Background: an optimization exercise with open tools, aiming at small area. Do not read the settings as production practice. Only simulation tests tie the RTL to the original design; equivalence was not proved. Power and IR drop assume default switching activity.

== before ==
Design sfte, start of the top module:
module sfte (
    input  wire        clk,
    input  wire        rst,
    input  wire        reg_wr,
    input  wire [7:0]  reg_addr,
    input  wire [31:0] reg_wdata,
    output reg  [31:0] reg_rdata,
    output wire        host_irq,
    output reg         host_en,
    output reg         host_we,
    output reg  [31:0] host_addr,
    output reg  [7:0]  host_wdata,
    input  wire [7:0]  host_rdata,
    output reg         shm_en,
    output reg         shm_we,
    output reg         shm_wide,
    output reg  [14:0] shm_addr,
    output reg  [31:0] shm_wdata,
    input  wire [31:0] shm_rdata,
    input  wire        peer_notify,
    input  wire [15:0] peer_code,
    input  wire        peer_read_out,
    output wire [15:0] mbx_out,
    output wire        peer_irq
);
Size in the first run: roughly 600 flip-flops, ~240 I/O pins, about 0.033 mm² of cells after synthesis.
Settings: LEC_CHECK=0, CAP_MARGIN=0, CORE_MARGIN=2, CORE_UTILIZATION=30, PLACE_DENSITY=0.5, SLEW_MARGIN=0; clock period 12.0 ns.
standard.sh (not shown) runs the stock make flow with config.mk's settings and CLKGATE_MAP_FILE= SYNTH_SCRIPT=/design/flow/synth_recipe.tcl, a recipe that flattens the netlist after the stock synthesis.
==> flow/flow/run.sh <==
#!/bin/bash
# Standard layout, with the port buffers made from the smallest buffer cell
# and a clock tree of clkbuf_16 without dummy balancing loads.
export BUFFER_PORTS_ARGS="-buffer_cell sky130_fd_sc_hd__buf_1"
export CTS_ARGS="-sink_clustering_enable -repair_clock_nets -sink_clustering_size 30 -sink_clustering_max_diameter 80 -buf_list sky130_fd_sc_hd__clkbuf_16 -dont_use_dummy_load"
bash standard.sh > standard.log 2>&1
Input changes introduced in after (baseline for comparison: before):
Settings: swapping 0.5 for 0.7 in PLACE_DENSITY.
==> flow/flow/run.sh <==
#!/bin/bash
# Standard layout, with the port buffers made from the smallest buffer cell
# and a clock tree of clkbuf_16 without dummy balancing loads.
export BUFFER_PORTS_ARGS="-buffer_cell sky130_fd_sc_hd__buf_1"
export CTS_ARGS="-sink_clustering_enable -repair_clock_nets -sink_clustering_size 24 -sink_clustering_max_diameter 150 -buf_list sky130_fd_sc_hd__clkbuf_16 -dont_use_dummy_load"
bash standard.sh > standard.log 2>&1
==> comparison <==
Post-cts resize count for after is higher than for before.
Diff after..before | die area | unchanged
Global-route usage over all layers was higher in the run labelled before.
Detailed route wirelength on metal3 ended up about 20% higher on after than on before.
Share of total power in combinational logic (higher): after
First-iteration DRC count: after < before

sfte again, from the RTL that the note above started with.
==> flow/design.v (excerpt) <==
module sfte (
    input  wire        clk,
    input  wire        rst,
    input  wire        reg_wr,
    input  wire [7:0]  reg_addr,
    input  wire [31:0] reg_wdata,
    output reg  [31:0] reg_rdata,
    output wire        host_irq,
    output reg         host_en,
    output reg         host_we,
    output reg  [31:0] host_addr,
    output reg  [7:0]  host_wdata,
    input  wire [7:0]  host_rdata,
    output reg         shm_en,
    output reg         shm_we,
    output reg         shm_wide,
    output reg  [14:0] shm_addr,
    output reg  [31:0] shm_wdata,
    input  wire [31:0] shm_rdata,
    input  wire        peer_notify,
    input  wire [15:0] peer_code,
    input  wire        peer_read_out,
    output wire [15:0] mbx_out,
    output wire        peer_irq
);
    localparam [15:0] CODE_DL_READY       = 16'h0A01;
    localparam [15:0] CODE_FRAME_ACK      = 16'h0A02;
    localparam [15:0] CODE_BOOTING        = 16'h0A03;
    localparam [15:0] CODE_UL_READY       = 16'h0B01;
    localparam [15:0] CODE_UL_FRAME_READY = 16'h0B02;
    localparam [7:0] OP_MAP_BOOT = 8'h01, OP_MAP_DL = 8'h02, OP_SET_MAGIC = 8'h03,
                     OP_PREPARE = 8'h10, OP_LOAD_BIN = 8'h11, OP_LOAD_NV = 8'h12,
                     OP_XMIT = 8'h13, OP_UL_STEP1 = 8'h20, OP_UL_STEP2 = 8'h21,
                     OP_BOOT_START = 8'h30, OP_CP_START = 8'h31, OP_CRASH_LOG = 8'h40;
    localparam [2:0] R_OK = 3'd1, R_TIMEOUT = 3'd2, R_MISMATCH = 3'd3,
                     R_NOMEM = 3'd4, R_INVALID = 3'd5;
    localparam [2:0] DL_IDLE = 3'd0, DL_AWAIT = 3'd1, DL_PEER_READY = 3'd2,
                     DL_TRANSFERRING = 3'd3, DL_COMPLETE = 3'd4, DL_TIMEOUT = 3'd5;
    localparam [2:0] UL_IDLE = 3'd0, UL_HANDSHAKE = 3'd1, UL_FRAME_LOOP = 3'd2,
                     UL_DONE = 3'd3, UL_TIMEOUT = 3'd4;
  ...
==> flow/config.mk <==
export PLATFORM = sky130hd
export DESIGN_NAME = sfte
export DESIGN_NICKNAME = sfte
export VERILOG_FILES = /design/flow/design.v
export SDC_FILE = /design/flow/constraint.sdc
export NUM_CORES = 4
export LEC_CHECK = 0
export CAP_MARGIN = 0
export CORE_MARGIN = 2
export CORE_UTILIZATION = 30
export CTS_BUF_LIST = sky130_fd_sc_hd__clkbuf_16
export CTS_CLUSTER_DIAMETER = 150
export CTS_CLUSTER_SIZE = 24
export PLACE_DENSITY = 0.5
export SLEW_MARGIN = 0
==> flow/constraint.sdc <==
create_clock -name core_clock -period 12.0 [get_ports {clk}]
set_input_delay 2.4000 -clock core_clock [delete_from_list [all_inputs] [get_ports {clk}]]
set_output_delay 2.4000 -clock core_clock [all_outputs]
set_load 0.01 [all_outputs]
==> flow/flow/run.sh <==
#!/bin/bash
# Standard layout, with the port buffers made from the smallest buffer cell.
export BUFFER_PORTS_ARGS="-buffer_cell sky130_fd_sc_hd__buf_1"
bash standard.sh > standard.log 2>&1
The baseline completed without violations.
Change:
==> flow/flow/run.sh (replaced) <==
#!/bin/bash
# Standard layout, with the port buffers made from the smallest buffer cell
# and a clock tree of clkbuf_16 without dummy balancing loads.
export BUFFER_PORTS_ARGS="-buffer_cell sky130_fd_sc_hd__buf_1"
export CTS_ARGS="-sink_clustering_enable -repair_clock_nets -sink_clustering_size 24 -sink_clustering_max_diameter 150 -buf_list sky130_fd_sc_hd__clkbuf_16 -dont_use_dummy_load"
bash standard.sh > standard.log 2>&1
CTS_BUF_LIST = default   (was sky130_fd_sc_hd__clkbuf_16)
CTS_CLUSTER_DIAMETER = default   (was 150)
CTS_CLUSTER_SIZE = default   (was 24)
Result: Area after synthesis does not change. Die area stays the same. Count of clock-buffer cells in the layout is unchanged. Power falls by about 1.3%. Synthesized cell count stays the same. Maximum frequency falls by about 0.55%. First-iteration DRC count falls by about 3.3%. Global-route usage hardly moves. Wire length is about the same.
Change:
--- a/flow/flow/run.sh
+++ b/flow/flow/run.sh
@@ -5,0 +6 @@
+export GPL_KEEP_OVERFLOW=0.3
Utilization barely changes.
Worst setup slack improved by 0.086 ns.
Final area stays flat.
Hold slack improved by 0.0051 ns.

sfte, a different RTL version from the one above (not shown whole).
For scale: roughly 4000 cells after synthesis, ~620 flip-flops, ~240 I/O pins, about 36000 um2 of cells after synthesis.
make LEC_CHECK=0 CAP_MARGIN=20 CORE_MARGIN=2 CORE_UTILIZATION=30 PLACE_DENSITY=0.5 SLEW_MARGIN=20 finish   # period 12.0 ns
run.sh (not shown) runs the stock make flow with config.mk's settings and CLKGATE_MAP_FILE= SYNTH_SCRIPT=/design/flow/synth_recipe.tcl, a recipe that flattens the netlist after the stock synthesis.
Stock flow here: none of the scripts above is used.
Next try:
CORE_UTILIZATION = 55   (was 30)
CTS_BUF_LIST = sky130_fd_sc_hd__clkbuf_2 sky130_fd_sc_hd__clkbuf_4 sky130_fd_sc_hd__clkbuf_8   (was default)
PLACE_DENSITY = 0.7   (was 0.5)
Result:
- setup slack improves by 0.38 ns
- wire length goes down by 10%
- worst hold slack improved by 0.021 ns
- cell area falls by 3.5%
- core utilization climbs by 28 points
- register-to-register slack gains 0.46 ns
- clock-buffer cell count goes up by 46
- non-clock buffer count falls by 10
- total power came out lower by 7.7%
- fmax came out higher by 4.4%

separate check: timing with driven ports:
The results above use ideal ports. As a check the final layouts listed here were re-extracted and re-timed, cells and wires unchanged. Step 1: set_driving_cell puts a clkbuf_16 on clk and a buf_2 on each other input, an assumption about the parent block. Step 2 moves the port delays by t, midway between the first and last clock arrival at a register: inputs arrive t later, outputs are due t later. That takes back most of the time a late clock gives input paths. Three values: ideal, step 1, step 2; two values: the first two.
run | t (ns) | setup slack, ns | hold WS [ns] | slew at the worst register clock pin (ns) | pins driven straight from the clock port
before | 0.679 | 0.261 / 0.186 / 0.865 | 0.456 / 0.456 / 0.456 | 0.12 / 0.12 | 1
after | 0.714 | 0.202 / 0.133 / 0.847 | 0.460 / 0.460 / 0.460 | 0.12 / 0.12 | 1
the first run of note 2 | 0.723 | 0.261 / 0.194 / 0.917 | 0.456 / 0.456 / 0.456 | 0.12 / 0.12 | 1
the second run of note 2 | 0.703 | 0.196 / 0.128 / 0.830 | 0.456 / 0.456 / 0.456 | 0.12 / 0.12 | 1
the third run of note 2 | 0.703 | 0.282 / 0.214 / 0.917 | 0.461 / 0.461 / 0.461 | 0.12 / 0.12 | 1
the first run of note 3 | 0.736 | 2.844 / 2.732 / 2.732 | 0.455 / 0.455 / 0.455 | 0.07 / 0.07 | 1
the second run of note 3 | 0.805 | 3.228 / 3.050 / 3.050 | 0.476 / 0.476 / 0.476 | 0.07 / 0.07 | 1
After both steps every run listed still meets setup and hold. The setup slack of the second run of note 3, which loses most, moves by -0.178 ns with the drivers and by -0.178 ns with both steps.
